Context: an optimization exercise on an open-source flow, tuned for small area, a short achievable clock period and few clock cycles. The choices shown serve that exercise and are no tape-out recipe. Where RTL was checked, it was by simulation tests only, not by an equivalence proof against the original. Function not checked in runs 1 to 5: the RTL went through the layout flow alone. Power is estimated from default activity; no workload was simulated.

File: flow/flow/run.sh
#!/bin/bash
# Standard ORFS layout (the standard.sh, unchanged synthesis), with the
# timing repair steps aimed at a setup slack of 11 ns instead of 0.
bash standard.sh SETUP_SLACK_MARGIN=11 finish > standard.log 2>&1
File: flow/standard.sh
#!/bin/bash
# synth_recipe.tcl (not shown) runs the flow's synth.tcl, then flattens the netlist and writes it again
# the make line also repeats each setting of config.mk as NAME=value (left out here)
make -C /OpenROAD-flow-scripts/flow DESIGN_CONFIG=/design/flow/config.mk WORK_HOME=/design/flow/orfs CLKGATE_MAP_FILE= SYNTH_SCRIPT=/design/flow/synth_recipe.tcl "${@:-finish}"
File: flow/config.mk
export PLATFORM = sky130hd
export DESIGN_NAME = cc_pool
export DESIGN_NICKNAME = cc_pool
export VERILOG_FILES = /design/flow/design.v
export SDC_FILE = /design/flow/constraint.sdc
export NUM_CORES = 4
export LEC_CHECK = 0
export CAP_MARGIN = 20
export CORE_MARGIN = 2
export CORE_UTILIZATION = 60
export SLEW_MARGIN = 20
File: flow/constraint.sdc
create_clock -name core_clock -period 15.5 [get_ports {clk}]
set_input_delay 3.1000 -clock core_clock [delete_from_list [all_inputs] [get_ports {clk}]]
set_output_delay 3.1000 -clock core_clock [all_outputs]
set_load 0.01 [all_outputs]
File: flow/design.v
module cc_core (
    input  wire [7:0] a,         
    input  wire [7:0] x,         
    input  wire       sub,       
    input  wire       up,        
    input  wire       tgt_op,    
    output wire [7:0] as_res,    
    output wire [7:0] step,      
    output wire       mv         
);
    wire [8:0] s = {1'b0, a} + {1'b0, x ^ {8{sub}}} + {8'd0, sub};
    assign as_res = (s[8] ^ sub) ? {8{~sub}} : s[7:0];
    wire [7:0] t = tgt_op ? x : {8{up}};
    assign mv   = up ? (a < t) : (a > t);
    assign step = mv ? (up ? a + 8'd1 : a - 8'd1) : a;
endmodule
module cc_pool #(
    parameter NCORES = 4         
) (
    input  wire                 clk,
    input  wire                 rst,
    input  wire                 cfg_target_op,
    input  wire                 cfg_palette,
    input  wire                 cfg_tie_red,
    input  wire                 cfg_rot_left,
    input  wire                 cfg_blue_arith,
    input  wire                 cfg_acc_first,
    input  wire [3:0]           cfg_arith_en,
    input  wire                 tick,
    input  wire [NCORES-1:0]    cell_valid,
    input  wire [32*NCORES-1:0] cell_data,
    input  wire [NCORES-1:0]    cell_last,
    output wire [NCORES-1:0]    cell_ready,
    output reg                  out_valid,
    output reg  [1:0]           out_core,
    output reg  [23:0]          out_rgb,
    input  wire                 out_ready,
    output wire [NCORES-1:0]    done
);
    localparam PH_ONE = 2'd0, PH_RAMP = 2'd1, PH_SET2 = 2'd2, PH_LAST = 2'd3;
    localparam PH_WAIT = 2'd0, PH_MDQ = 2'd1, PH_MDR = 2'd2, PH_FIN = 2'd3;
    localparam X_ADD = 3'd0, X_SUB = 3'd1, X_SET = 3'd2, X_ROT = 3'd3,
               X_NOP = 3'd4, X_DLY = 3'd5, X_MUL = 3'd6, X_DIV = 3'd7;
    reg       q_tgt_op, q_palette, q_tie_red, q_rot_left, q_blue_on, q_acc_first;
    reg [3:0] q_en;
    reg       tick_q;
    always @(posedge clk) begin
        q_tgt_op    <= cfg_target_op;
        q_palette   <= cfg_palette;
        q_tie_red   <= cfg_tie_red;
        q_rot_left  <= cfg_rot_left;
        q_blue_on   <= cfg_blue_arith & ~cfg_palette;
        q_acc_first <= cfg_acc_first;
        q_en        <= cfg_arith_en;
        tick_q      <= tick;
    end
    reg [95:0] acc;              
    reg [95:0] opd;              
    reg [3:0]  rdy;              
    reg [3:0]  nd;               
    reg [7:0]  ph;
    reg [11:0] opx;
    reg [3:0]  first, last, done_r;
    assign cell_ready = rdy;
    assign done       = done_r;
    reg  [1:0]  sel;
    reg         sel_v;
    wire        go   = ~out_valid | out_ready;
    wire        fire = sel_v & go;
    wire [23:0] eA   = acc[24*sel +: 24];
    wire [23:0] eX   = opd[24*sel +: 24];
    wire [1:0]  e_ph = ph[2*sel +: 2];
    wire [2:0]  e_ox = opx[3*sel +: 3];
    wire [23:0] as_res, step;
    wire [2:0]  mv;
    genvar l;
    generate
        for (l = 0; l < 3; l = l + 1) begin : lane
            cc_core u_lane (
                .a(eA[8*l +: 8]), .x(eX[8*l +: 8]),
                .sub(e_ox[0]), .up(e_ox[0]), .tgt_op(q_tgt_op),
                .as_res(as_res[8*l +: 8]), .step(step[8*l +: 8]), .mv(mv[l]));
        end
    endgenerate
    wire any_mv = |mv;
    wire [23:0] rot = q_rot_left ? {eA[15:0], eA[23:16]} : {eA[7:0], eA[23:8]};
    wire [23:0] cp_res;
    wire        e_md  = (e_ox[2:1] == 2'b11);        
    wire        e_quiet = (e_ph == PH_ONE) & ((e_ox == X_DLY) | e_md);
    reg [23:0] res;
    always @(*) begin
        case (e_ph)
            PH_ONE:
                case (e_ox)
                    X_ADD, X_SUB: res = {as_res[23:8], q_blue_on ? as_res[7:0] : eA[7:0]};
                    X_SET:        res = eX;
                    X_ROT:        res = rot;
                    default:      res = eA;
                endcase
            PH_RAMP: res = step;
            PH_SET2: res = eA;
            default: res = e_md ? cp_res : eX;       
        endcase
    end
    wire red_dom = (eX[23:16] > eX[15:8]) | ((eX[23:16] == eX[15:8]) & q_tie_red);
    wire [23:0] colour = ~q_palette ? res
                       : red_dom    ? {res[23:16], 16'h0000}
                                    : {8'h00, res[15:8], 8'h00};
    always @(posedge clk) begin
        if (rst)
            out_valid <= 1'b0;
        else if (go)
            out_valid <= sel_v & ~e_quiet;
        if (go) begin
            out_core <= sel;
            out_rgb  <= colour;
        end
    end
    wire [6:0] e_dsum = eX[22:16] + eX[14:8] + eX[6:0];
    localparam CP_IDLE = 2'd0, CP_RUN = 2'd1, CP_RES = 2'd2;
    reg  [1:0]  cp_st;
    reg  [1:0]  cp_id;
    reg         cp_div;
    reg  [2:0]  cp_cnt;
    reg  [23:0] cpA, cpR;
    wire [23:0] cX    = opd[24*cp_id +: 24];
    wire        cp_fin = (cp_st == CP_RUN) & (cp_cnt == 3'd7);
    wire        cp_take = fire & (e_ph == PH_ONE) & e_md & (cp_st == CP_IDLE);
    assign cp_res = cpA;
    wire [23:0] cpA_step, cpR_step;
    wire [2:0]  cp_act;
    generate
        for (l = 0; l < 3; l = l + 1) begin : cplane
            wire [7:0] a  = cpA[8*l +: 8];
            wire [7:0] r  = cpR[8*l +: 8];
            wire [7:0] x  = cX[8*l +: 8];
            wire       xb = x[~cp_cnt];              
            wire [8:0] p  = {r, cp_div & a[7]};
            wire [8:0] q  = cp_div ? ~{1'b0, x} : {1'b0, xb ? a : 8'h00};
            wire [9:0] s  = {1'b0, p} + {1'b0, q} + {9'd0, cp_div};
            wire       ge = s[9];
            wire [7:0] r_n = (cp_div & ~ge) ? p[7:0] : s[7:0];
            assign cp_act[l] = (~cp_div | (|x)) & ((l != 0) | q_blue_on);
            assign cpR_step[8*l +: 8] = r_n;
            assign cpA_step[8*l +: 8] = cp_div ? {a[6:0], ge}
                                      : (cp_cnt == 3'd7) ? r_n : a;
        end
    endgenerate
    integer m;
    always @(posedge clk) begin
        if (rst)
            cp_st <= CP_IDLE;
        else case (cp_st)
            CP_IDLE: if (cp_take) cp_st <= CP_RUN;
            CP_RUN:  if (cp_cnt == 3'd7) cp_st <= CP_RES;
            default: if (fire & (sel == cp_id) & (e_ph == PH_LAST)) cp_st <= CP_IDLE;
        endcase
        if (cp_take) begin
            cp_id  <= sel;
            cp_div <= e_ox[0];
            cpA    <= eA;
            cpR    <= 24'd0;
            cp_cnt <= 3'd0;
        end else if (cp_st == CP_RUN) begin
            cp_cnt <= cp_cnt + 3'd1;
            for (m = 0; m < 3; m = m + 1)
                if (cp_act[m]) begin
                    cpA[8*m +: 8] <= cpA_step[8*m +: 8];
                    cpR[8*m +: 8] <= cpR_step[8*m +: 8];
                end
        end
    end
    wire       cp_free = (cp_st == CP_RES) & fire & (sel == cp_id) & (e_ph == PH_LAST);
    wire [3:0] mdq;
    reg  [3:0] wake;
    integer i;
    always @(*) begin
        wake = 4'd0;
        for (i = 3; i >= 0; i = i - 1)
            if (mdq[i]) wake = 4'd1 << i;
        if (!cp_free) wake = 4'd0;
    end
    wire [3:0] nd_d;
    genvar k;
    generate
        for (k = 0; k < 4; k = k + 1) begin : core
            wire [7:0] c_op = cell_data[32*k +: 8];
            wire accept = rdy[k] & cell_valid[k];
            reg [1:0] dph;
            reg [2:0] dox;
            always @(*) begin
                dph = PH_ONE;
                dox = X_NOP;
                case (c_op)
                    8'd0: dox = X_DLY;
                    8'd1: if (q_en[0]) dox = X_ADD;
                    8'd2: if (q_en[1]) dox = X_SUB;
                    8'd3: if (q_en[2]) dox = X_MUL;
                    8'd4: if (q_en[3]) dox = X_DIV;
                    8'd5: dox = X_SET;
                    8'd6: dox = X_ROT;
                    8'd7: begin dph = PH_RAMP; dox = 3'd0; end
                    8'd8: begin dph = PH_RAMP; dox = 3'd1; end
                    default: ;
                endcase
            end
            wire [1:0] p   = ph[2*k +: 2];
            wire [2:0] ox  = opx[3*k +: 3];
            wire [6:0] dc  = opd[24*k +: 7];
            wire in_wait = ~rdy[k] & ~nd[k] & (p == PH_WAIT);
            wire in_fin  = ~rdy[k] & ~nd[k] & (p == PH_FIN);
            assign mdq[k] = ~rdy[k] & ~nd[k] & (p == PH_MDQ);
            wire me      = fire & (sel == k);
            wire s_dly   = (p == PH_ONE) & (ox == X_DLY);
            wire s_md    = (p == PH_ONE) & (ox[2:1] == 2'b11);
            wire s_end   = ((p == PH_ONE) & ~s_md & ~s_dly) | (p == PH_LAST);
            wire dly0    = (e_dsum == 7'd0);
            wire w_end   = in_wait & tick_q & (dc == 7'd1);
            wire c_end   = (me & (s_end | (s_dly & dly0))) | w_end;
            wire out_busy = out_valid & (out_core == k) & ~out_ready;
            wire stay = nd[k] & ~((sel == k) & sel_v &
                                  ((p == PH_ONE) | (p == PH_LAST)));
            assign nd_d[k] = ~rst & ((rdy[k] & cell_valid[k]) | (go ? stay : nd[k]) |
                                     wake[k] | (cp_fin & (cp_id == k)));
            always @(posedge clk) begin
                if (rst) begin
                    rdy[k]    <= 1'b1;
                    first[k]  <= 1'b1;
                    done_r[k] <= 1'b0;
                end else begin
                    if (accept) begin
                        rdy[k]   <= 1'b0;
                        first[k] <= 1'b0;
                    end else if (c_end & ~last[k])
                        rdy[k]   <= 1'b1;
                    done_r[k] <= done_r[k] | (in_fin & ~out_busy);
                end
                nd[k] <= nd_d[k];
                if (accept) begin
                    last[k]       <= cell_last[k];
                    ph[2*k +: 2]  <= dph;
                    opx[3*k +: 3] <= dox;
                end else if (c_end) begin
                    ph[2*k +: 2]  <= PH_FIN;         
                end else if (me) begin
                    if (s_dly)                      ph[2*k +: 2] <= PH_WAIT;
                    else if (s_md)                  ph[2*k +: 2] <= cp_take ? PH_MDR : PH_MDQ;
                    else if (p == PH_SET2)          ph[2*k +: 2] <= PH_LAST;
                    else if (~any_mv)               ph[2*k +: 2] <= PH_SET2;    
                end else if (wake[k]) begin
                    ph[2*k +: 2]  <= PH_ONE;
                end else if (cp_fin & (cp_id == k)) begin
                    ph[2*k +: 2]  <= PH_LAST;
                end
                if (me)
                    acc[24*k +: 24] <= res;
                else if (rdy[k] & first[k])
                    acc[24*k +: 24] <= q_acc_first ? cell_data[32*k+8 +: 24] : 24'd0;
                if (rdy[k])
                    opd[24*k +: 24] <= cell_data[32*k+8 +: 24];
                else if (me & s_dly)
                    opd[24*k +: 7]  <= e_dsum;
                else if (in_wait & tick_q)
                    opd[24*k +: 7]  <= dc - 7'd1;
            end
        end
    endgenerate
    reg [1:0] nsel;
    reg [1:0] cand;
    integer j;
    always @(*) begin
        nsel = sel;
        for (j = 3; j >= 0; j = j - 1) begin
            cand = sel + 2'd1 + j[1:0];
            if (nd_d[cand]) nsel = cand;
        end
    end
    always @(posedge clk) begin
        sel_v <= |nd_d;
        sel   <= rst ? 2'd0 : nsel;
    end
endmodule
==> results_dict.tcl, run 1 <==
set metrics [dict create \
    status "timing/DRC/antenna clean" \
    dieArea_um2 41100 \
    grt_usage_pct 45.8 \
    drtAntennaViolNets 0 \
    viasPerCell 7.21 \
    reg2reg_from "sel[1]$_SDFFE_PP0P_" \
    die_w_um 203 \
    drtIter0Drc 3702 \
    yosys_warnings 1 \
    cts_tree "yes" \
    die_h_um 203 \
    ir_drop_uv 124 \
    max_freq_mhz 219 \
    hold_start "first[1]$_SDFFE_PP1P_" \
    ys_types 80 \
    grt-ovfl-total 0 \
    grt_pass1_wl_mm 139 \
    async_flop_share_pct 0 \
    multiInputGateArea_um2 14400 \
    critPathSlowestCell "or4_4" \
    fin_nets 2960 \
    r2r-end "ph[1]$_SDFFCE_PP0P_" \
    cp-start-kind "primary input" \
    grt_setup_unrepaired "true" \
    first_global_vias 22200 \
    path_class "primary input to register" \
    hold-path-endpoint "first[1]$_SDFFE_PP1P_" \
    port_buffers 184 \
    synth_edf_count 269 \
    path_max_fanout 4 \
    core_area_um2 38800 \
    synth_ff_type "edfxtp_1" \
    wl_mm 96.0 \
    p_leak_nw 11.1 \
    cts-root-buf "clkbuf_16" \
    synth_most_common_cell "o21ai_0" \
    clock_latency_ns 0.61 \
    place_hpwl_mm 63.0 \
    hold_path_class "register to register" \
    cts_buffer_depth 3 \
    grt_max_degree 97 \
    synth_area_leaders "edfxtp_1 (34%), mux4_2 (7.9%), ha_1 (6.9%)" \
    synth_top_cell_by_area "edfxtp_1" \
    tightest_slew_ns 1.06 \
    gp_congestion 1.02 \
    crit_path_cell_trace "buf_6, nor2b_4, clkinvlp_4, and2_4, nand4_4, or4_4, a31oi_4, nand3b_1, o31ai_4, a2111oi_4" \
    drv_cap 0 \
    detail_route.wl_per_cell_um 29.9 \
    numCtsBuffers 37 \
    power_w 0.00582 \
    finClkSkew_ns 0.0385 \
    syn_inst 2461 \
    synth_seq_cells 329 \
    fin_crit_sh_pct 29.4 \
    critPathMaxStageDelay_ns 0.50 \
    drc 0 \
    rows 72 \
    rrSetupSlack_ns 10.98 \
    synthTopCellsByCount "o21ai_0 (307), edfxtp_1 (269), nand2_1 (258), a21oi_1 (169), nor2_1 (163)" \
    syn_area_um2 23700 \
    layout-drive-gt1-share_pct 15.9 \
    clk_pin_slew_worst_paths_ns 0.06 \
    hold_buffers 0 \
    start_util_pct 61.1 \
    synthToLayoutAreaGrowth_pct 22.4 \
    maxSlewViolCount 0 \
    final.setup.tns_ns 0 \
    final-setup-viol-count 0 \
    finalCriticalPeriod_ns 4.56 \
    ys_seq_area_share_pct 39.1 \
    htree_levels 2 \
    syn_area_per_cell_um2 9.63 \
    cts.sinks 329 \
    area.sequential_um2 9300 \
    final.fill_count 2666 \
    reg2regPathDepth 14 \
    synth_top_cell_area_share_pct 34.1 \
    p_per_area_nw_per_um2 200 \
    io-pin-count 185 \
    syn-num-nets 2760 \
    place_worst_setup_slack_ns 8.38 \
    crit_arrival_ns 5.04 \
    grt_antenna_before_repair 6 \
    vias 23200 \
    slew_headroom_pct 29.3 \
    hold_viol 0 \
    layout_setup_ws_ns 10.94 \
    whs_path_depth 1 \
    dr.pass1.iters 8 \
    crit_path_end_kind "register" \
    crit_required_ns 15.97 \
]
==> area by class of cell <==
cell class	count	share of cell area, %
repair buffers	305	10.7
well taps	518	2.23
flip-flops and latches	329	32.0
clock inverters	16	0.625
diodes	5	0.0431
multi-input cells	1907	49.7
clock buffers	52	3.49
repair inverters	1	0.0259
inverters	80	1.14
==> registers in the layout, summed over array words and instances (netlist names), 3 cells and up <==
name     cells
last         4
q_en         4
cp_cnt       3
opd         96
ph           8
rdy          4
cpA         24
acc         96
first        4
done_r       4
out_rgb     24
opx         12
cpR         24
nd           4
==> where the power goes <==
| group | total [W] | switching [W] | leakage [nW] | internal, W |
|---|---|---|---|---|
| logic | 0.00356 | 0.00223 | 7.26 | 0.00133 |
| registers | 0.00137 | 0.000153 | 3.23 | 0.00121 |
| clock network | 0.000883 | 0.000401 | 0.574 | 0.000482 |
==> worst max-delay path: cells and delay by family <==
| family | cells | cell delay [ns] |
|---|---|---|
| compound gates | 3 | 0.68 |
| buf+inv | 2 | 0.17 |
| simple gates | 5 | 1.07 |
==> through the flow <==
step | utilization [%] | area, um2 | std cells | hold slack, ns
finish | 74.7 | 29000 | 3213 | 0.451
detailed placement | 67.0 | 26000 | 3043 | 0.440
global placement | 67.0 | 26000 | 3043 | 0.436
CTS | 73.1 | 28400 | 3175 | 0.454
global route | 74.7 | 29000 | 3208 | 0.462
floorplan | - | 24200 | 2461 | 0.427
==> repair_timing <==
action                                  CTS  global route
setup buffers                            55            30
hold endpoints to repair                  0             0
pin swaps                                25            21
endpoints found under the setup margin  416           194
resized for setup                       161            79
gates cloned                              9             3
==> logic make-up after synthesis <==
group           synth area share, %
compound gates                 19.1
xor+xnor                       3.39
flops                          39.1
mux                            11.1
simple gates                   14.9
fa+ha+maj                      8.51
buf+inv                        3.92
==> cells in the final DEF, fill, tap and decap left out, types with 9 or more instances in the layout <==
| cell | n |
|---|---|
| buf_4 | 92 |
| nor3b_1 | 9 |
| mux2_2 | 9 |
| o21bai_1 | 10 |
| o21a_1 | 12 |
| buf_12 | 12 |
| nand2_4 | 10 |
| o21ai_1 | 40 |
| clkdlybuf4s50_1 | 148 |
| a21o_1 | 43 |
| clkbuf_1 | 12 |
| dlygate4sd2_1 | 35 |
| nand3_1 | 135 |
| nor4b_1 | 9 |
| edfxtp_1 | 269 |
| nor2b_1 | 27 |
| clkbuf_16 | 40 |
| nand2_1 | 243 |
| nor2_1 | 158 |
| dfxtp_1 | 52 |
| mux2i_1 | 56 |
| xor2_1 | 45 |
| mux4_2 | 83 |
| a21oi_2 | 25 |
| o211ai_1 | 44 |
| nor4_1 | 13 |
| fa_1 | 16 |
| and2_1 | 9 |
| inv_1 | 73 |
| or3_1 | 9 |
| o21ai_0 | 265 |
| ha_1 | 130 |
| nor3_1 | 41 |
| a31oi_1 | 38 |
| a21oi_1 | 143 |
| nand4_1 | 21 |
| xnor2_1 | 44 |
==> per-layer routing <==
metal  GRT usage (%)  wire [um]  vias up
li1                -          -     9715
met1            58.2      33400    10900
met2            66.8      40000     1959
met3            16.1      14600      538
met4            28.8       7950        4
met5               0         20        -
==> worst max-delay path by stage <==
stage,startpoint,end
floorplan,out_ready,sel[0]$_SDFFE_PP0P_
global placement,out_ready,ph[0]$_DFFE_PP_
detailed placement,out_ready,ph[0]$_DFFE_PP_
CTS,cell_valid[3],sel[0]$_SDFFE_PP0P_
global route,cp_id[0]$_DFFE_PP_,cpA[14]$_DFFE_PP_
finish,out_ready,sel[0]$_SDFFE_PP0P_
==> inputs of run 2 (changes only) <==
--- a/flow/design.v
+++ b/flow/design.v
@@ -67,8 +67,9 @@
     reg         sel_v;
     wire        go   = ~out_valid | out_ready;
     wire        fire = sel_v & go;
-    wire [23:0] eA   = acc[24*sel +: 24];
     wire [23:0] eX   = opd[24*sel +: 24];
+    wire        e_first = first[sel];
+    wire [23:0] eA   = ~e_first ? acc[24*sel +: 24] : q_acc_first ? eX : 24'd0;
     wire [1:0]  e_ph = ph[2*sel +: 2];
     wire [2:0]  e_ox = opx[3*sel +: 3];
     wire [23:0] as_res, step;
@@ -122,8 +123,7 @@
     reg  [1:0]  cp_id;
     reg         cp_div;
     reg  [2:0]  cp_cnt;
-    reg  [23:0] cpA, cpR;
-    wire [23:0] cX    = opd[24*cp_id +: 24];
+    reg  [23:0] cpA, cpR, cpX;
     wire        cp_fin = (cp_st == CP_RUN) & (cp_cnt == 3'd7);
     wire        cp_take = fire & (e_ph == PH_ONE) & e_md & (cp_st == CP_IDLE);
     assign cp_res = cpA;
@@ -133,8 +133,8 @@
         for (l = 0; l < 3; l = l + 1) begin : cplane
             wire [7:0] a  = cpA[8*l +: 8];
             wire [7:0] r  = cpR[8*l +: 8];
-            wire [7:0] x  = cX[8*l +: 8];
-            wire       xb = x[~cp_cnt];              
+            wire [7:0] x  = cpX[8*l +: 8];
+            wire       xb = x[7];                    
             wire [8:0] p  = {r, cp_div & a[7]};
             wire [8:0] q  = cp_div ? ~{1'b0, x} : {1'b0, xb ? a : 8'h00};
             wire [9:0] s  = {1'b0, p} + {1'b0, q} + {9'd0, cp_div};
@@ -160,9 +160,12 @@
             cp_div <= e_ox[0];
             cpA    <= eA;
             cpR    <= 24'd0;
+            cpX    <= eX;
             cp_cnt <= 3'd0;
         end else if (cp_st == CP_RUN) begin
             cp_cnt <= cp_cnt + 3'd1;
+            if (~cp_div)
+                cpX <= cpX << 1;
             for (m = 0; m < 3; m = m + 1)
                 if (cp_act[m]) begin
                     cpA[8*m +: 8] <= cpA_step[8*m +: 8];
@@ -220,18 +223,20 @@
             wire out_busy = out_valid & (out_core == k) & ~out_ready;
             wire stay = nd[k] & ~((sel == k) & sel_v &
                                   ((p == PH_ONE) | (p == PH_LAST)));
-            assign nd_d[k] = ~rst & ((rdy[k] & cell_valid[k]) | (go ? stay : nd[k]) |
-                                     wake[k] | (cp_fin & (cp_id == k)));
+            wire woke = wake[k] | (cp_fin & (cp_id == k));
+            assign nd_d[k] = ~rst & (rdy[k] ? cell_valid[k]
+                                   : go     ? (stay | woke) : (nd[k] | woke));
             always @(posedge clk) begin
                 if (rst) begin
                     rdy[k]    <= 1'b1;
                     first[k]  <= 1'b1;
                     done_r[k] <= 1'b0;
                 end else begin
-                    if (accept) begin
+                    if (me)
+                        first[k] <= 1'b0;
+                    if (accept)
                         rdy[k]   <= 1'b0;
-                        first[k] <= 1'b0;
-                    end else if (c_end & ~last[k])
+                    else if (c_end & ~last[k])
                         rdy[k]   <= 1'b1;
                     done_r[k] <= done_r[k] | (in_fin & ~out_busy);
                 end
@@ -254,8 +259,6 @@
                 end
                 if (me)
                     acc[24*k +: 24] <= res;
-                else if (rdy[k] & first[k])
-                    acc[24*k +: 24] <= q_acc_first ? cell_data[32*k+8 +: 24] : 24'd0;
                 if (rdy[k])
                     opd[24*k +: 24] <= cell_data[32*k+8 +: 24];
                 else if (me & s_dly)
==> run 2 against run 1 <==
Still clean. Maximum frequency rose by 0.21%. Combinational power fell by 26%. Non-clock buffer count up 31. Sequential share of layout area is 2.2 points higher. Hold slack got worse by 0.014 ns. Clock-buffer cell count down 5. Cell count down 2.0%. Die area shrank 0.88%. Clock skew shrank 0.014 ns. Sequential power hardly changed. Cell area rose by 0.82%. Critical endpoint is now ph[6]$_DFFE_PP_. Largest cell class unchanged. Highest routed layer unchanged.
==> results_dict.tcl, run 2 <==
set metrics [dict create \
    critPathSlowestCell "mux4_2" \
    crit_buf_inv 4 \
    grt_antenna_before_repair 2 \
    start_util_pct 60.8 \
    rows 72 \
    crit_family "adder cells" \
    final.setup.tns_ns 0 \
    hold_viol 0 \
    drc 0 \
    status "timing/DRC/antenna clean" \
    viasPerCell 6.81 \
    ys_seq_area_share_pct 42.6 \
    synthTopCellsByCount "edfxtp_1 (293), nand2_1 (268), o21ai_0 (194), a21oi_1 (187), nor2_1 (131)" \
    cts-root-buf "clkbuf_16" \
    hold_path_class "register to register" \
    grt_max_degree 55 \
    die_w_um 202 \
    detail_route.wl_per_cell_um 26.9 \
    numCtsBuffers 38 \
    drtIter0Drc 2809 \
    dieArea_um2 40800 \
    synth_edf_count 293 \
    fin_crit_sh_pct 29.4 \
    core_area_um2 38600 \
    n_antenna_cell 0 \
    top_regs "acc x96, opd x96" \
    synth_ff_type "edfxtp_1" \
    wl_mm 84.7 \
    die_h_um 202 \
    cts_buffer_depth 3 \
    gp_congestion 1.04 \
    p_comb_share_pct 52.9 \
    p_per_area_nw_per_um2 170 \
    seqPwrFrac_pct 27.5 \
    synth_seq_cells 353 \
    finalCriticalPeriod_ns 4.56 \
    tightest_slew_ns 1.28 \
    vias 21400 \
    synth_area_leaders "edfxtp_1 (37%), ha_1 (6.9%), mux4_2 (5.2%)" \
    clk_pin_slew_worst_paths_ns 0.06 \
    final-setup-viol-count 0 \
    async_flop_share_pct 0 \
    path_common_cell "buf_4" \
    fin_nets 2899 \
    syn-num-nets 2635 \
    syn_area_um2 23500 \
    maxSlewViolCount 0 \
    synth_top_cell_area_share_pct 37.5 \
    path_class "register to register" \
    p_switching_w 0.00205 \
    yosys_warnings 1 \
    final_cell_mix "edfxtp_1 (293), nand2_1 (254), a21oi_1 (168), o21ai_0 (159), clkdlybuf4s50_1 (147)" \
    grt_usage_pct 40.2 \
    syn_area_per_cell_um2 10.1 \
    max_freq_mhz 220 \
    slew_headroom_pct 13.6 \
    layout_commonest_cell "edfxtp_1" \
    ir_drop_uv 97.6 \
    path_max_fanout 8 \
    clock_power_share_pct 19.7 \
    synth_most_common_cell "edfxtp_1" \
    place_hpwl_mm 55.1 \
    crit_path_cell_trace "buf_16, buf_12, buf_4, mux4_2, buf_4, fa_1, ha_1, xor2_2, and4b_2, and4b_1, a2111oi_4, mux2i_2, o31a_1" \
    clock_latency_ns 0.58 \
    crit_arrival_ns 4.86 \
    grt_pass1_wl_mm 124 \
    grt_setup_unrepaired "true" \
    cts_tree "yes" \
    ys_types 92 \
    grt-ovfl-total 0 \
    drv_cap 0 \
    first_global_vias 20900 \
    dr.pass1.iters 9 \
    crit_required_ns 15.81 \
    critPathMaxStageDelay_ns 0.66 \
    p_leak_nw 11.5 \
    synth_top_cell_by_area "edfxtp_1" \
    finClkSkew_ns 0.0250 \
    cts.sinks 353 \
    io-pin-count 185 \
    cp-start-kind "register" \
    port_buffers 184 \
    layout-drive-gt1-share_pct 18.7 \
    drtAntennaViolNets 0 \
    htree_levels 2 \
    p_int_w 0.00291 \
    p_sw_share_pct 41.4 \
    syn_inst 2336 \
    crit_path_end_kind "register" \
    synthToLayoutAreaGrowth_pct 24.5 \
    worst_hold_slack_ns 0.437 \
]
==> run 2: final timing paths <==
kind / start / to / slack, ns / depth (start not counted)
hold reg to reg: last[0]$_DFFE_PP_ / rdy[0]$_SDFFE_PP1P_ / 0.44 / 1
setup reg to reg: sel[0]$_SDFFE_PP0P_ / ph[6]$_DFFE_PP_ / 10.94 / 13
hold / removal: last[0]$_DFFE_PP_ / rdy[0]$_SDFFE_PP1P_ / 0.44 / 1
setup / recovery: sel[0]$_SDFFE_PP0P_ / ph[6]$_DFFE_PP_ / 10.94 / 13
==> run 2: power by group through the flow <==
stage,clock network [W],logic [W],registers [W]
3_3_place_gp,0,0.00208,0.00137
6_report,0.000975,0.00262,0.00136
5_1_grt,0.00101,0.00276,0.00138
3_5_place_dp,0,0.00212,0.00138
2_1_floorplan,0,0.00147,0.00136
4_1_cts,0.000979,0.00228,0.00136
==> run 2: metal layers <==
metal	wire, um	global-route usage (%)	up-vias
met2	39400	64.9	1452
met1	30700	50.5	10300
li1	-	-	9311
met3	8840	8.30	386
met4	5700	23.2	4
met5	21	0	-
==> run 2: logic make-up (layout without fill, tap and decap cells) <==
group	after synthesis	in the layout	synth area share (%)
compound gates	684	684	18.4
fa+ha+maj	151	151	8.63
flops	353	353	42.6
xor+xnor	94	94	3.54
mux	124	126	8.39
buf+inv	234	524	4.30
simple gates	696	698	14.2
==> run 2: area by class of cell <==
class | count | area [um2]
Timing Repair inverter | 3 | 17.5
Multi-Input combinational cell | 1753 | 13400
Clock inverter | 23 | 322
Timing Repair Buffer | 336 | 3320
Inverter | 115 | 489
Tap cell | 518 | 648
Fill cell | 2607 | 9390
Clock buffer | 47 | 1010
Sequential cell | 353 | 10000
==> run 2: what timing repair did <==
item | in CTS | in global routing
setup buffers | 59 | 63
gates cloned | 9 | 4
endpoints found under the setup margin | 437 | 135
hold buffers | 0 | 0
pin swaps | 17 | 26
gates resized for setup | 130 | 104
==> run 2: per-stage QoR <==
| step | instance area, um2 | setup WS, ns | cells | util, % | total power (W) |
|---|---|---|---|---|---|
| floorplan | 24000 | 10.56 | 2336 | - | 0.00283 |
| global placement | 25900 | 9.05 | 2943 | 67.0 | 0.00346 |
| detailed placement | 25900 | 8.93 | 2943 | 67.0 | 0.00351 |
| CTS | 28200 | 10.97 | 3081 | 73.0 | 0.00462 |
| global route | 29300 | 10.84 | 3148 | 75.7 | 0.00515 |
| finish | 29300 | 10.94 | 3148 | 75.7 | 0.00496 |
==> run 2: worst reg2reg max path, cell delays in order, from the launching register on <==
cell       delay (ns)
dfxtp_4          0.41
buf_16           0.17
buf_12           0.16
buf_4            0.13
mux4_2           0.66
buf_4            0.28
fa_1             0.48
ha_1             0.38
xor2_2           0.20
and4b_2          0.30
and4b_1          0.24
a2111oi_4        0.43
mux2i_2          0.16
o31a_1           0.30
==> inputs of run 3 (changes only) <==
==> flow/flow/run.sh (replaced) <==
#!/bin/bash
# Standard ORFS layout (the standard.sh, unchanged synthesis), with the
# timing repair steps aimed at a setup slack of 10 ns instead of 0.
bash standard.sh SETUP_SLACK_MARGIN=10 finish > standard.log 2>&1
==> run 3 against run 2 <==
Sequential power about the same. Total power decreased by 8.4%. Clock skew is 0.0050 ns lower. Cell area fell by 7.1%. Critical path depth rose by 2. Critical path type unchanged. Largest power group unchanged.
==> results_dict.tcl, run 3 <==
set metrics [dict create \
    crit_path_cell_trace "buf_6, buf_8, mux4_2, and3_1, a21oi_2, inv_1, ha_1, nor2b_1, o211ai_1, a21oi_1, o21ai_0, nand2_1, or3_1, nor4b_1, o21bai_1" \
    critPathMaxStageDelay_ns 0.61 \
    drv_cap 0 \
    syn_area_um2 23500 \
    crit_buf_inv 3 \
    p_comb_share_pct 49.2 \
    clock_latency_ns 0.56 \
    crit_arrival_ns 5.61 \
    fin_area_um2 27200 \
    final.setup.tns_ns 0 \
    syn_inst 2336 \
    synth_top_family_by_area "compound AO/OA/AOI/OAI gates" \
    synth_most_common_cell "edfxtp_1" \
    fin_crit_sh_pct 34.6 \
    fin_nets 2779 \
    post-route-util_pct 70.3 \
    ys_seq_area_share_pct 42.6 \
    synth_edf_count 293 \
    drc 0 \
    reg2reg_from "sel[1]$_SDFFE_PP0P_" \
    whs_path_depth 1 \
    dr.pass1.iters 6 \
    layout_commonest_cell "edfxtp_1" \
    critPathSlowestCell "or3_1" \
    r2r-end "ph[1]$_SDFFCE_PP0P_" \
    cts.sinks 353 \
    place_area_um2 25600 \
    htree_levels 2 \
    grt_max_degree 75 \
    yosys.area_share.simple_pct 14.2 \
    yosys_warnings 1 \
    layout-drive-gt1-share_pct 9.37 \
    core_area_um2 38600 \
    hold-path-endpoint "rdy[2]$_SDFFE_PP1P_" \
    port_buffers 184 \
    crit_required_ns 15.74 \
    finClkSkew_ns 0.0200 \
    maxSlewViolCount 0 \
    wl_mm 77.8 \
    clock_power_share_pct 20.8 \
    reg2regPathDepth 15 \
    synth-xor-area-share_pct 3.54 \
    cp-start-kind "register" \
    path_max_fanout 36 \
    top_regs "acc x96, opd x96" \
    finalCriticalPeriod_ns 5.37 \
    use_met2_pct 60.9 \
    async_flop_share_pct 0 \
    syn-num-nets 2635 \
    path_class "register to register" \
    die_w_um 202 \
    synthAdderAreaFrac_pct 8.63 \
    io-pin-count 185 \
    clk_pin_slew_worst_paths_ns 0.06 \
    synth_seq_cells 353 \
    rows 72 \
    grt_pass1_wl_mm 118 \
    hold_viol 0 \
    grtUsageMet3_pct 7.48 \
    synthToLayoutAreaGrowth_pct 15.7 \
    grt-ovfl-total 0 \
    place_hpwl_mm 55.0 \
    max_freq_mhz 186 \
    start_util_pct 60.8 \
    p_per_area_nw_per_um2 167 \
    cts_buffer_depth 3 \
    syn_area_per_cell_um2 10.1 \
    final_cell_mix "edfxtp_1 (293), nand2_1 (266), o21ai_0 (190), a21oi_1 (186), clkdlybuf4s50_1 (184)" \
    final.fill_count 2884 \
    p_int_w 0.00268 \
    rrSetupSlack_ns 10.13 \
    p_leak_nw 10.5 \
    dieArea_um2 40800 \
    detail_route.wl_per_cell_um 25.7 \
    drtAntennaViolNets 0 \
    p_sw_share_pct 41.1 \
    ir_drop_uv 97.4 \
    slew_headroom_pct 20.6 \
    numCtsBuffers 39 \
    cts_tree "yes" \
    p_switching_w 0.00187 \
    grt_util_met1_pct 48.2 \
    grt_setup_unrepaired "true" \
    synth_ff_type "edfxtp_1" \
    grt.busiest_layer "met2" \
    cts-root-buf "clkbuf_16" \
    synth_mux_area_share_pct 8.39 \
    die_h_um 202 \
    tightest_slew_ns 1.19 \
    synthTopCellsByCount "edfxtp_1 (293), nand2_1 (268), o21ai_0 (194), a21oi_1 (187), nor2_1 (131)" \
    grt_antenna_before_repair 1 \
    hold_buffers 0 \
    synth_top_cell_by_area "edfxtp_1" \
    gp_congestion 1.03 \
    hold_path_class "register to register" \
    synth_compound_area_share_pct 18.4 \
    grt_usage_pct 38.0 \
    ys_types 92 \
    hold_start "last[2]$_DFFE_PP_" \
    crit_path_end_kind "register" \
    status "timing/DRC/antenna clean" \
    final-setup-viol-count 0 \
    vias 20300 \
    first_global_vias 20000 \
    seqPwrFrac_pct 29.9 \
    synth_area_leaders "edfxtp_1 (37%), ha_1 (6.9%), mux4_2 (5.2%)" \
    drtIter0Drc 2604 \
    synth_top_cell_area_share_pct 37.5 \
    crit_family "simple AND/OR/NAND/NOR gates" \
    viasPerCell 6.70 \
]
run 3: metal layers:
| metal | up-vias | share of wire, % |
|---|---|---|
| met5 | - | 0 |
| met4 | 0 | 6.4 |
| met3 | 323 | 9.7 |
| met2 | 1295 | 46 |
| met1 | 9640 | 38 |
| li1 | 9024 | - |
run 3: power by group through the flow:
| stage | logic [W] | clock network [W] | registers, W |
|---|---|---|---|
| detailed placement | 0.00211 | 0 | 0.00138 |
| finish | 0.00224 | 0.000947 | 0.00136 |
| global route | 0.00239 | 0.000989 | 0.00137 |
| global placement | 0.00208 | 0 | 0.00137 |
| CTS | 0.00215 | 0.000952 | 0.00136 |
| floorplan | 0.00144 | 0 | 0.00136 |
run 3: worst register-to-register path, cell delays in order (launching register included):
cell and delay, ns:
dfxtp_2 0.42, buf_6 0.31, buf_8 0.36, mux4_2 0.60, and3_1 0.28, a21oi_2 0.33, inv_1 0.23, ha_1 0.34
nor2b_1 0.13, o211ai_1 0.17, a21oi_1 0.15, o21ai_0 0.38, nand2_1 0.32, or3_1 0.61, nor4b_1 0.22, o21bai_1 0.22
run 3: repair_timing:
action	CTS	global route
gates resized for setup	13	19
cloned	2	1
buffers inserted	3	4
pin swaps	0	1
setup endpoints to repair	127	78
run 3: area by class of cell:
cell class	instances	area [um2]	area share (%)
Multi-Input combinational cell	1750	12600	46.3
Sequential cell	353	10000	36.8
Timing Repair Buffer	220	2200	8.10
Clock buffer	50	1050	3.86
Tap cell	518	648	2.39
Inverter	115	435	1.60
Clock inverter	20	245	0.902
Timing Repair inverter	1	5.00	0.0184
Antenna cell	2	5.00	0.0184
run 3: logic make-up after synthesis:
logic type,Yosys count
AO/OA/AOI/OAI,684
AND/OR/NAND/NOR,696
flip-flops,353
adder cells (fa/ha/maj),151
buffers and inverters,234
multiplexers,124
XOR/XNOR,94
run 3: worst max path at each step:
stage	startpoint	endpoint	slack (ns)	depth (start not counted)
5_1_grt	out_ready	ph[6]$_DFFE_PP_	9.99	12
2_1_floorplan	out_ready	opd[24]$_DFFE_PP_	10.13	8
3_3_place_gp	out_ready	ph[2]$_DFFE_PP_	9.11	10
6_report	sel[1]$_SDFFE_PP0P_	ph[1]$_SDFFCE_PP0P_	10.13	15
3_5_place_dp	out_ready	ph[2]$_DFFE_PP_	9.02	10
4_1_cts	sel[1]$_SDFFE_PP0P_	acc[55]$_DFFE_PP_	10.03	14
run 3: through the flow:
| step | hold slack, ns | worst slack, ns | cells | total power [W] |
|---|---|---|---|---|
| 2_1_floorplan | 0.414 | 10.13 | 2336 | 0.00280 |
| 3_3_place_gp | 0.438 | 9.11 | 2947 | 0.00344 |
| 3_5_place_dp | 0.430 | 9.02 | 2947 | 0.00349 |
| 4_1_cts | 0.447 | 10.03 | 3022 | 0.00446 |
| 5_1_grt | 0.480 | 9.99 | 3027 | 0.00475 |
| 6_report | 0.450 | 10.13 | 3029 | 0.00455 |
==> inputs of run 4 (changes only) <==
==> flow/flow/run.sh (replaced) <==
#!/bin/bash
# Standard ORFS layout (the standard.sh, unchanged synthesis), with the
# timing repair steps aimed at a setup slack of 10.5 ns instead of 0.
bash standard.sh SETUP_SLACK_MARGIN=10.5 finish > standard.log 2>&1
==> run 4 against run 3 <==
Cell count is 1.3% higher. Maximum frequency is 7.5% higher. Total power rose by 1.4%. Critical path type unchanged. Largest cell class unchanged. Highest routed layer is now met5.
==> results_dict.tcl, run 4 <==
set metrics [dict create \
    final.setup.tns_ns 0 \
    wl_mm 80.7 \
    final.fill_count 2792 \
    drc 0 \
    crit_arrival_ns 5.36 \
    grt_max_degree 55 \
    async_flop_share_pct 0 \
    path_max_fanout 20 \
    clk_pin_slew_worst_paths_ns 0.06 \
    synth_seq_cells 353 \
    first_global_vias 20200 \
    path_class "register to register" \
    synth_top_family_by_area "compound AO/OA/AOI/OAI gates" \
    layout_commonest_cell "edfxtp_1" \
    reg2regPathDepth 16 \
    cts.sinks 353 \
    status "timing/DRC/antenna clean" \
    die_w_um 202 \
    synthToLayoutAreaGrowth_pct 18.3 \
    detail_route.wl_per_cell_um 26.3 \
    syn_inst 2336 \
    crit_required_ns 15.87 \
    ys_seq_area_share_pct 42.6 \
    synth_mux_area_share_pct 8.39 \
    synth_top_cell_area_share_pct 37.5 \
    synth_most_common_cell "edfxtp_1" \
    post-route-util_pct 71.9 \
    dieArea_um2 40800 \
    htree_levels 2 \
    vias 20900 \
    synth_compound_area_share_pct 18.4 \
    cts_tree "yes" \
    layout_setup_ws_ns 10.51 \
    yosys_warnings 1 \
    syn-num-nets 2635 \
    p_per_area_nw_per_um2 166 \
    rrSetupSlack_ns 10.51 \
    power_w 0.00461 \
    final_cell_mix "edfxtp_1 (293), nand2_1 (262), o21ai_0 (190), a21oi_1 (185), clkdlybuf4s50_1 (183)" \
    grt_setup_unrepaired "true" \
    layout-drive-gt1-share_pct 11.8 \
    whs_path_depth 1 \
    max_freq_mhz 200 \
    synth_ff_type "edfxtp_1" \
    cp-start-kind "register" \
    drtAntennaViolNets 0 \
    final-setup-viol-count 0 \
    n_antenna_cell 0 \
    grt-ovfl-total 0 \
    viasPerCell 6.82 \
    syn_area_per_cell_um2 10.1 \
    core_area_um2 38600 \
    finClkSkew_ns 0.0302 \
    cts_buffer_depth 3 \
    synth-xor-area-share_pct 3.54 \
    hold_viol 0 \
    tightest_slew_ns 1.28 \
    grt_pass1_wl_mm 119 \
    fin_nets 2820 \
    hold_path_class "register to register" \
    io-pin-count 185 \
    ir_drop_uv 106 \
    grt_usage_pct 38.6 \
    rows 72 \
    start_util_pct 60.8 \
    crit_path_end_kind "register" \
    dr.pass1.iters 6 \
    multiInputGateArea_um2 12700 \
    top_regs "acc x96, opd x96" \
    worst_hold_slack_ns 0.445 \
    yosys.area_share.simple_pct 14.2 \
    clock_latency_ns 0.57 \
    numCtsBuffers 39 \
    port_buffers 184 \
    synthAdderAreaFrac_pct 8.63 \
    fin_crit_sh_pct 32.2 \
    slew_headroom_pct 13.8 \
    ys_types 92 \
    cts-root-buf "clkbuf_16" \
    place_worst_setup_slack_ns 8.82 \
    syn_area_um2 23500 \
    area.sequential_um2 10000 \
    gp_congestion 1.02 \
    drtIter0Drc 2527 \
    maxSlewViolCount 0 \
    synthTopCellsByCount "edfxtp_1 (293), nand2_1 (268), o21ai_0 (194), a21oi_1 (187), nor2_1 (131)" \
    p_leak_nw 10.8 \
    synth_area_leaders "edfxtp_1 (37%), ha_1 (6.9%), mux4_2 (5.2%)" \
    drv_cap 0 \
    synth_edf_count 293 \
    place_hpwl_mm 55.1 \
    finalCriticalPeriod_ns 4.99 \
    die_h_um 202 \
    synth_top_cell_by_area "edfxtp_1" \
    grt_antenna_before_repair 1 \
]
==> run 4: cell types whose count changed in the layout (fill, tap and decap cells not counted), sizes merged <==
cell           previous run  this run
buf                      33        68
bufbuf                    0         1
bufinv                    5         2
clkbuf                   53        60
clkdlybuf4s50           184       183
clkinv                   14        12
clkinvlp                  3        10
diode                     2         0
dlymetal6s2s              0         1
inv                     114       110
nand2b                   10        11
==> run 4: what timing repair did <==
action                     4_1_cts  5_1_grt
gates cloned                     6        5
pin swaps                        3        0
hold buffers                     0        0
gates resized for setup         37       23
setup endpoints to repair      376       89
setup buffers                   15       25
==> run 4: worst max-delay path, stage by stage, from the launching register on <==
cell and delay (ns):
dfxtp_4 0.46, buf_16 0.23, mux4_2 0.63, buf_4 0.20
and3_1 0.18, a21oi_1 0.14, buf_4 0.22, inv_1 0.17
ha_1 0.42, nor2b_1 0.22, o2111ai_1 0.14, and3_1 0.23
o21ai_1 0.47, a211oi_1 0.15, a311oi_1 0.39, o21ai_0 0.24
nand2_1 0.28
==> run 4: report_power, final <==
group,internal [W],leakage (nW),switching (W),total [W]
Clock,0.000547,0.621,0.000385,0.000932
Sequential,0.00127,3.34,0.0000970,0.00136
Combinational,0.000887,6.86,0.00143,0.00231
Total,0.00270,10.8,0.00191,0.00461
==> run 4: through the flow <==
stage / cell area [um2] / std cells
after CTS: 27400 / 3039
after detailed placement: 25700 / 2947
after floorplan: 23600 / 2336
after global routing: 27800 / 3069
after global placement: 25700 / 2947
final: 27800 / 3069
==> run 4: path summary, 6_finish.rpt <==
path                             from                   to
setup reg to reg  sel[0]$_SDFFE_PP0P_    acc[81]$_DFFE_PP_
hold / removal      last[1]$_DFFE_PP_  rdy[1]$_SDFFE_PP1P_
hold reg to reg     last[1]$_DFFE_PP_  rdy[1]$_SDFFE_PP1P_
setup / recovery  sel[0]$_SDFFE_PP0P_    acc[81]$_DFFE_PP_
==> run 4: layer usage <==
metal	vias to the layer above	GRT usage, %	part of all wire (%)
met2	1420	61.7	46
li1	9121	-	-
met3	337	7.90	10
met4	2	21.8	6.6
met5	-	0	0.015
met1	10000	49.1	37
==> run 4: area by class of cell <==
type                    count  share of cell area, %
clock buffers              55                   4.10
clock inverters            16                  0.491
inverters                 115                   1.66
multi-input cells        1751                   45.8
flip-flops and latches    353                   36.0
well taps                 518                   2.33
repair buffers            258                   9.55
repair inverters            3                 0.0540
==> run 4: cells by family (layout without fill, tap and decap cells) <==
family | after synthesis | count (layout)
xor gates and xnor gates | 94 | 94
muxes | 124 | 125
AOI/OAI and AO/OA | 684 | 684
adders and majority gates | 151 | 151
DFF | 353 | 353
buffers and inverters | 234 | 447
and+or+nand+nor | 696 | 697
==> inputs of run 5 (changes only) <==
--- a/flow/design.v
+++ b/flow/design.v
@@ -103,7 +103,8 @@
             default: res = e_md ? cp_res : eX;       
         endcase
     end
-    wire red_dom = (eX[23:16] > eX[15:8]) | ((eX[23:16] == eX[15:8]) & q_tie_red);
+    wire [8:0] e_rg    = {1'b0, eX[15:8]} - {1'b0, eX[23:16]} - {8'd0, q_tie_red};
+    wire       red_dom = e_rg[8];
     wire [23:0] colour = ~q_palette ? res
                        : red_dom    ? {res[23:16], 16'h0000}
                                     : {8'h00, res[15:8], 8'h00};
==> flow/flow/run.sh (replaced) <==
#!/bin/bash
# Standard ORFS layout (the standard.sh, unchanged synthesis), with the
# timing repair steps aimed at a setup slack of 11 ns instead of 0.
bash standard.sh SETUP_SLACK_MARGIN=11 finish > standard.log 2>&1
==> run 5 against run 4 <==
First-iteration DRC count is 37% higher. Area after synthesis is 1.7% lower. Die area decreased by 1.6%. Maximum frequency up 8.5%. Register-to-register slack improved by 0.48 ns. Cell area is 3.0% higher. Via count is 1.5% higher. Clock skew is 0.0010 ns higher. Synthesized cell count shrank 1.1%. Critical path type is now primary input to register.
==> results_dict.tcl, run 5 <==
set metrics [dict create \
    status "timing/DRC/antenna clean" \
    grt_max_degree 61 \
    finClkSkew_ns 0.0312 \
    synth_most_common_cell "nand2_1" \
    cts_tree "yes" \
    viasPerCell 6.83 \
    detail_route.wl_per_cell_um 27.0 \
    clock_latency_ns 0.60 \
    synthToLayoutAreaGrowth_pct 23.9 \
    core_area_um2 37800 \
    crit_arrival_ns 5.09 \
    die_w_um 200 \
    p_leak_nw 11.1 \
    crit_family "simple AND/OR/NAND/NOR gates" \
    clk_pin_slew_worst_paths_ns 0.07 \
    ys_seq_area_share_pct 43.3 \
    p_comb_share_pct 54.5 \
    fin_nets 2870 \
    io-pin-count 185 \
    crit_path_cell_trace "buf_8, nand2b_4, and2_4, nand2_8, o21a_1, o41a_1, or4_4, or2_0, a21oi_1" \
    power_w 0.00524 \
    slew_headroom_pct 21.4 \
    rows 71 \
    first_global_vias 20400 \
    synthTopCellsByCount "nand2_1 (296), edfxtp_1 (293), o21ai_0 (191), a21oi_1 (186), nor2_1 (140)" \
    async_flop_share_pct 0 \
    hold_path_class "register to register" \
    dp.cells 2929 \
    syn_area_per_cell_um2 10.0 \
    die_h_um 200 \
    final-setup-viol-count 0 \
    p_sw_share_pct 43.4 \
    syn-num-nets 2615 \
    worst_hold_slack_ns 0.439 \
    layout-drive-gt1-share_pct 16.7 \
    critPathMaxStageDelay_ns 0.54 \
    drtIter0Drc 3468 \
    p_switching_w 0.00227 \
    ir_drop_uv 109 \
    crit_required_ns 15.99 \
    p_per_area_nw_per_um2 183 \
    crit_buf_inv 1 \
    maxSlewViolCount 0 \
    crit_path_end_kind "register" \
    synth_edf_count 293 \
    layout_commonest_cell "edfxtp_1" \
    grt_setup_unrepaired "true" \
    cp-start-kind "primary input" \
    path_class "primary input to register" \
    final.setup.tns_ns 0 \
    syn_area_um2 23100 \
    finalCriticalPeriod_ns 4.60 \
    seqPwrFrac_pct 27.1 \
    fin_crit_sh_pct 29.7 \
    cts.sinks 353 \
    p_int_w 0.00296 \
    dieArea_um2 40100 \
    final_cell_count_no_fill 3108 \
    critPathSlowestCell "or4_4" \
    hold_viol 0 \
    post-route-util_pct 75.8 \
    yosys_warnings 1 \
    dr.pass1.iters 7 \
    ys_types 86 \
    synth_top_cell_area_share_pct 38.1 \
    drtAntennaViolNets 0 \
    grt-ovfl-total 0 \
    tightest_slew_ns 1.18 \
    synth_top_cell_by_area "edfxtp_1" \
    grt_pass1_wl_mm 123 \
    place_hpwl_mm 54.4 \
    htree_levels 2 \
    synth_ff_type "edfxtp_1" \
    drv_cap 0 \
    start_util_pct 61.2 \
    numCtsBuffers 38 \
    synth_seq_cells 353 \
    cts-root-buf "clkbuf_16" \
    grt_antenna_before_repair 1 \
    synth_area_leaders "edfxtp_1 (38%), ha_1 (7.3%), dfxtp_1 (5.2%)" \
    wl_mm 84.1 \
    drc 0 \
    clock_power_share_pct 18.4 \
    port_buffers 184 \
    final_cell_mix "edfxtp_1 (293), nand2_1 (285), a21oi_1 (171), o21ai_0 (171), clkdlybuf4s50_1 (148)" \
    path_max_fanout 4 \
    grt_usage_pct 40.7 \
    gp_congestion 1.07 \
    syn_inst 2311 \
    cts_buffer_depth 3 \
    vias 21200 \
    max_freq_mhz 217 \
    top_regs "acc x96, opd x96" \
]
-- run 5: cell type report --
class                           count  area, um2
Multi-Input combinational cell   1726      13000
Sequential cell                   353      10000
Fill cell                        2606       9130
Timing Repair Buffer              323       3160
Clock buffer                       47       1060
Tap cell                          511        639
Inverter                          121        484
Clock inverter                     23        239
Timing Repair inverter              3       15.0
Antenna cell                        1       2.50
-- run 5: per-layer routing --
metal / vias up / routed length, um / GRT usage (%) / part of all wire (%)
met5: - / 67 / 1.43 / 0.080
met4: 2 / 6220 / 24.3 / 7.4
met3: 426 / 9880 / 9.24 / 12
met2: 1659 / 38100 / 64.6 / 45
met1: 10000 / 29800 / 51.1 / 35
li1: 9130 / - / - / -
-- run 5: logic make-up after synthesis --
group / share of synthesized area, %
AND/OR/NAND/NOR: 13.8
flip-flops: 43.3
XOR/XNOR: 4.02
multiplexers: 7.76
adder cells (fa/ha/maj): 9.00
buffers and inverters: 4.16
AO/OA/AOI/OAI: 17.9
-- run 5: repair_timing --
action                                  in CTS  in global routing
hold buffers                                 0                  0
pin swaps                                   16                 26
gates cloned                                10                  4
resized for setup                          122                 75
buffers inserted                            51                 43
endpoints found under the setup margin     460                162
-- run 5: worst register-to-register path, cell delays in order, from the launching register on --
cell and delay, ns:
dfxtp_2 0.45, buf_16 0.23, mux2i_4 0.40, mux2_4 0.23, buf_4 0.24, o2bb2ai_2 0.13
buf_4 0.25, ha_1 0.31, a21o_1 0.18, a21o_1 0.16, a21oi_1 0.25, o21bai_1 0.19
a21oi_2 0.13, nor2_4 0.23, xnor2_1 0.10, a211oi_1 0.48, a21oi_1 0.20
-- run 5: through the flow --
| stage | setup WS, ns | instance area (um2) |
|---|---|---|
| finish | 10.90 | 28600 |
| floorplan | 10.35 | 23600 |
| global placement | 9.20 | 25700 |
| global route | 10.86 | 28600 |
| CTS | 10.94 | 27900 |
| detailed placement | 9.11 | 25700 |
-- run 5: worst paths after layout --
check        slack [ns]             endpoint  cells after the start                start
max               10.90  sel[1]$_SDFFE_PP0P_                      9            out_ready
min                0.44  rdy[1]$_SDFFE_PP1P_                      1    last[1]$_DFFE_PP_
max reg2reg       10.99    acc[24]$_DFFE_PP_                     16  sel[1]$_SDFFE_PP0P_
min reg2reg        0.44  rdy[1]$_SDFFE_PP1P_                      1    last[1]$_DFFE_PP_
-- run 5: power by group through the flow --
stage	clock network [W]	registers [W]	logic (W)
2_1_floorplan	0	0.00141	0.00157
3_3_place_gp	0	0.00142	0.00229
3_5_place_dp	0	0.00143	0.00234
4_1_cts	0.000961	0.00142	0.00252
5_1_grt	0.00100	0.00143	0.00300
6_report	0.000961	0.00142	0.00286
==> inputs of run 6 (changes only) <==
--- a/flow/design.v
+++ b/flow/design.v
@@ -4,6 +4,7 @@
     input  wire       sub,       
     input  wire       up,        
     input  wire       tgt_op,    
+    input  wire       en,        
     output wire [7:0] as_res,    
     output wire [7:0] step,      
     output wire       mv         
@@ -11,7 +12,7 @@
     wire [8:0] s = {1'b0, a} + {1'b0, x ^ {8{sub}}} + {8'd0, sub};
     assign as_res = (s[8] ^ sub) ? {8{~sub}} : s[7:0];
     wire [7:0] t = tgt_op ? x : {8{up}};
-    assign mv   = up ? (a < t) : (a > t);
+    assign mv   = en & (up ? (a < t) : (a > t));
     assign step = mv ? (up ? a + 8'd1 : a - 8'd1) : a;
 endmodule
 module cc_pool #(
@@ -79,7 +80,7 @@
         for (l = 0; l < 3; l = l + 1) begin : lane
             cc_core u_lane (
                 .a(eA[8*l +: 8]), .x(eX[8*l +: 8]),
-                .sub(e_ox[0]), .up(e_ox[0]), .tgt_op(q_tgt_op),
+                .sub(e_ox[0]), .up(e_ox[0]), .tgt_op(q_tgt_op), .en(e_ph == PH_RAMP),
                 .as_res(as_res[8*l +: 8]), .step(step[8*l +: 8]), .mv(mv[l]));
         end
     endgenerate
@@ -88,21 +89,15 @@
     wire [23:0] cp_res;
     wire        e_md  = (e_ox[2:1] == 2'b11);        
     wire        e_quiet = (e_ph == PH_ONE) & ((e_ox == X_DLY) | e_md);
-    reg [23:0] res;
-    always @(*) begin
-        case (e_ph)
-            PH_ONE:
-                case (e_ox)
-                    X_ADD, X_SUB: res = {as_res[23:8], q_blue_on ? as_res[7:0] : eA[7:0]};
-                    X_SET:        res = eX;
-                    X_ROT:        res = rot;
-                    default:      res = eA;
-                endcase
-            PH_RAMP: res = step;
-            PH_SET2: res = eA;
-            default: res = e_md ? cp_res : eX;       
-        endcase
-    end
+    wire r_as  = (e_ph == PH_ONE) & (e_ox[2:1] == 2'b00);
+    wire r_x   = ((e_ph == PH_ONE) & (e_ox == X_SET)) | ((e_ph == PH_LAST) & ~e_md);
+    wire r_rot = (e_ph == PH_ONE) & (e_ox == X_ROT);
+    wire r_cp  = (e_ph == PH_LAST) & e_md;
+    wire [23:0] res = r_as  ? {as_res[23:8], q_blue_on ? as_res[7:0] : eA[7:0]}
+                    : r_x   ? eX
+                    : r_rot ? rot
+                    : r_cp  ? cp_res
+                    : step;
     wire [8:0] e_rg    = {1'b0, eX[15:8]} - {1'b0, eX[23:16]} - {8'd0, q_tie_red};
     wire       red_dom = e_rg[8];
     wire [23:0] colour = ~q_palette ? res
@@ -160,18 +155,20 @@
             cp_id  <= sel;
             cp_div <= e_ox[0];
             cpA    <= eA;
-            cpR    <= 24'd0;
             cpX    <= eX;
-            cp_cnt <= 3'd0;
         end else if (cp_st == CP_RUN) begin
-            cp_cnt <= cp_cnt + 3'd1;
             if (~cp_div)
                 cpX <= cpX << 1;
             for (m = 0; m < 3; m = m + 1)
-                if (cp_act[m]) begin
+                if (cp_act[m])
                     cpA[8*m +: 8] <= cpA_step[8*m +: 8];
-                    cpR[8*m +: 8] <= cpR_step[8*m +: 8];
-                end
+        end
+        if (cp_st == CP_RUN) begin
+            cpR    <= cpR_step;
+            cp_cnt <= cp_cnt + 3'd1;
+        end else begin
+            cpR    <= 24'd0;
+            cp_cnt <= 3'd0;
         end
     end
     wire       cp_free = (cp_st == CP_RES) & fire & (sel == cp_id) & (e_ph == PH_LAST);
--- a/flow/config.mk
+++ b/flow/config.mk
@@ -8,4 +8,7 @@
 export CAP_MARGIN = 20
 export CORE_MARGIN = 2
 export CORE_UTILIZATION = 60
+export CTS_BUF_LIST = sky130_fd_sc_hd__clkbuf_8 sky130_fd_sc_hd__clkbuf_16
+export CTS_CLUSTER_DIAMETER = 50
+export CTS_CLUSTER_SIZE = 18
 export SLEW_MARGIN = 20
==> run 6 against run 5 <==
Synthesized cell count decreased by 2.9%. Core utilization increased by 0.082 points. Hold slack got worse by 0.0030 ns. Clock power decreased by 2.7%. Critical endpoint is now acc[38]$_DFFE_PP_. Worst setup slack improved by 0.026 ns. Non-clock buffer count increased by 15. Clock skew increased by 0.0087 ns. Still clean on timing, DRC and antenna. Flip-flop and latch count unchanged. Wire length decreased by 2.7%.
==> results_dict.tcl, run 6 <==
set metrics [dict create \
    status "timing/DRC/antenna clean" \
    dr.pass1.iters 7 \
    syn_inst 2243 \
    final.setup.tns_ns 0 \
    synth_top_cell_area_share_pct 38.6 \
    die_h_um 199 \
    synth_top_cell_by_area "edfxtp_1" \
    post-route-util_pct 75.9 \
    core_area_um2 37600 \
    rrSetupSlack_ns 10.93 \
    multiInputGateArea_um2 12900 \
    syn_area_um2 22800 \
    crit_required_ns 15.78 \
    grt_usage_pct 40.1 \
    ir_drop_uv 103 \
    max_freq_mhz 219 \
    grt-ovfl-total 0 \
    synthTopCellsByCount "edfxtp_1 (293), nand2_1 (222), o21ai_0 (194), nor2_1 (164), a21oi_1 (152)" \
    hold_buffers 0 \
    die_w_um 199 \
    cts_tree "yes" \
    layout_setup_ws_ns 10.93 \
    maxSlewViolCount 0 \
    wl_mm 81.8 \
    top_regs "acc x96, opd x96" \
    critPathMaxStageDelay_ns 0.65 \
    fin_crit_sh_pct 29.5 \
    crit_path_end_kind "register" \
    start_util_pct 60.7 \
    drc 0 \
    crit_arrival_ns 4.86 \
    tightest_slew_ns 1.27 \
    ys_seq_area_share_pct 43.8 \
    final_cell_mix "edfxtp_1 (293), nand2_1 (211), o21ai_0 (171), nor2_1 (161), clkdlybuf4s50_1 (147)" \
    reg2reg_from "sel[0]$_SDFFE_PP0P_" \
    final.fill_count 2533 \
    final_cell_count_no_fill 3063 \
    grt_setup_unrepaired "true" \
    gp_congestion 1.03 \
    hold-path-endpoint "rdy[2]$_SDFFE_PP1P_" \
    cts.sinks 353 \
    crit_path_cell_trace "buf_16, mux4_2, and3_4, a21oi_2, buf_4, buf_4, fa_1, nor2b_1, o21a_1, o21ai_0, a21oi_1, o41ai_4, o21a_1, a211oi_4, or4_4" \
    syn_area_per_cell_um2 10.2 \
    reg2regPathDepth 15 \
    final-setup-viol-count 0 \
    path_class "register to register" \
    drv_cap 0 \
    htree_levels 2 \
    first_global_vias 19700 \
    async_flop_share_pct 0 \
    grt_pass1_wl_mm 117 \
    hold_path_class "register to register" \
    yosys_warnings 1 \
    fin_nets 2824 \
    numCtsBuffers 37 \
    grt_max_degree 67 \
    clk_pin_slew_worst_paths_ns 0.08 \
    synth_ff_type "edfxtp_1" \
    layout_commonest_cell "edfxtp_1" \
    cp-start-kind "register" \
    p_leak_nw 11.2 \
    rows 71 \
    synthToLayoutAreaGrowth_pct 25.0 \
    place_hpwl_mm 52.3 \
    slew_headroom_pct 14.7 \
    path_max_fanout 8 \
    synth_seq_cells 353 \
    whs_path_depth 1 \
    io-pin-count 185 \
    hold_viol 0 \
    cts_buffer_depth 3 \
    drtAntennaViolNets 0 \
    p_per_area_nw_per_um2 155 \
    detail_route.wl_per_cell_um 26.7 \
    cts-root-buf "clkbuf_16" \
    critPathSlowestCell "mux4_2" \
    dp.cells 2849 \
    drtIter0Drc 2556 \
    finClkSkew_ns 0.0399 \
    place_worst_setup_slack_ns 9.00 \
    hold_start "last[2]$_DFFE_PP_" \
    viasPerCell 6.77 \
    area.sequential_um2 10000 \
    r2r-end "acc[38]$_DFFE_PP_" \
    clock_latency_ns 0.59 \
    synth_most_common_cell "edfxtp_1" \
    finalCriticalPeriod_ns 4.57 \
    syn-num-nets 2547 \
    vias 20700 \
    port_buffers 184 \
    layout-drive-gt1-share_pct 18.7 \
    grt_antenna_before_repair 7 \
    synth_area_leaders "edfxtp_1 (39%), ha_1 (7.4%), dfxtp_1 (5.3%)" \
    dieArea_um2 39600 \
    ys_types 91 \
    synth_edf_count 293 \
]
-- run 6: worst max-delay path, delay by kind of cell, from the launching register on --
kind                       cells  cell delay [ns]
AOI/OAI and AO/OA              7             1.42
and+or+nand+nor                3             0.89
muxes                          1             0.65
buffers and inverters          3             0.56
DFF                            1             0.44
adders and majority gates      1             0.30
-- run 6: layout make-up --
cell class              instances  area share, %
multi-input cells            1669           45.2
flip-flops and latches        353           35.1
repair buffers                338           11.2
clock buffers                  39           3.38
well taps                     511           2.24
inverters                     118           1.62
clock inverters                29           1.17
repair inverters                3         0.0526
diodes                          3         0.0263
-- run 6: kinds of logic after synthesis --
group	count (synthesis)	share of synthesized area, %
buf+inv	228	4.28
fa+ha+maj	154	9.07
compound gates	614	16.9
flops	353	43.8
mux	101	7.36
simple gates	703	15.1
xor+xnor	90	3.49
-- run 6: worst max-delay path by stage --
stage                        start                   to  slack, ns  cells past startpoint
2_1_floorplan            out_ready  sel[1]$_SDFFE_PP0P_      10.56                     10
5_1_grt        sel[1]$_SDFFE_PP0P_     acc[9]$_DFFE_PP_      10.87                     15
3_5_place_dp             out_ready      ph[6]$_DFFE_PP_       9.00                     10
4_1_cts        sel[0]$_SDFFE_PP0P_      ph[0]$_DFFE_PP_      10.94                     14
3_3_place_gp             out_ready      ph[6]$_DFFE_PP_       9.09                     10
6_report       sel[0]$_SDFFE_PP0P_    acc[38]$_DFFE_PP_      10.93                     15
-- run 6: where the power goes --
| part | total [W] | leakage, nW | switching [W] | internal [W] |
|---|---|---|---|---|
| logic | 0.00216 | 7.25 | 0.00131 | 0.000852 |
| registers | 0.00131 | 3.34 | 0.0000738 | 0.00124 |
| clock network | 0.000935 | 0.643 | 0.000424 | 0.000510 |
-- run 6: what timing repair did --
| action | 4_1_cts | 5_1_grt |
|---|---|---|
| resized for setup | 133 | 115 |
| setup buffers | 49 | 78 |
| endpoints found under the setup margin | 409 | 149 |
| pin swaps | 6 | 43 |
| gates cloned | 12 | 3 |
-- run 6: stage by stage --
step / hold WS [ns] / power, W / instance area [um2]
2_1_floorplan: 0.399 / 0.00247 / 23000
3_3_place_gp: 0.408 / 0.00301 / 25100
3_5_place_dp: 0.430 / 0.00305 / 25100
4_1_cts: 0.431 / 0.00410 / 27300
5_1_grt: 0.444 / 0.00456 / 28500
6_report: 0.436 / 0.00441 / 28500
-- run 6: per-layer routing --
layer	vias up	share of wire [%]	GRT usage (%)
met5	-	0.18	0
met4	8	7.5	25.4
li1	8943	-	-
met3	414	11	8.04
met1	9876	36	49.0
met2	1488	46	65.3
Testbench counts of run 6, summed over its fixed seeds: cycles 224,677.

## re-timing with driven ports
How much do the figures lean on ideal ports? The routed layouts below were timed once more, with nothing changed but the port constraints. Step 1 sets driving cells, clkbuf_16 on the clock port and buf_2 on the other inputs (assumed; they add their load-dependent delay and slew). Step 2 times the ports against the registers' clock, not the clock port: input delays grow and output delays shrink by t, the midpoint of the rising clock arrivals with the driver on. Slacks: no drivers / after step 1 / after step 2; pairs: no drivers / after step 1.
run | shift t [ns] | slack for setup (ns) | worst setup path after step 2 | worst register clock-pin slew, ns
run 1 | 0.645 | 10.935 / 10.956 / 10.311 | input to register | 0.07 / 0.07
run 2 | 0.625 | 10.945 / 10.945 / 10.396 | input to register | 0.07 / 0.07
run 3 | 0.610 | 10.131 / 10.131 / 9.588 | input to register | 0.07 / 0.07
run 4 | 0.613 | 10.507 / 10.486 / 10.170 | input to register | 0.07 / 0.07
run 5 | 0.641 | 10.899 / 10.906 / 10.265 | input to register | 0.08 / 0.08
run 6 | 0.625 | 10.925 / 10.925 / 10.432 | input to register | 0.08 / 0.08
After both steps every run listed still meets setup and hold. The setup slack of run 5, which loses most, moves by +0.007 ns with the drivers and by -0.634 ns with both steps.
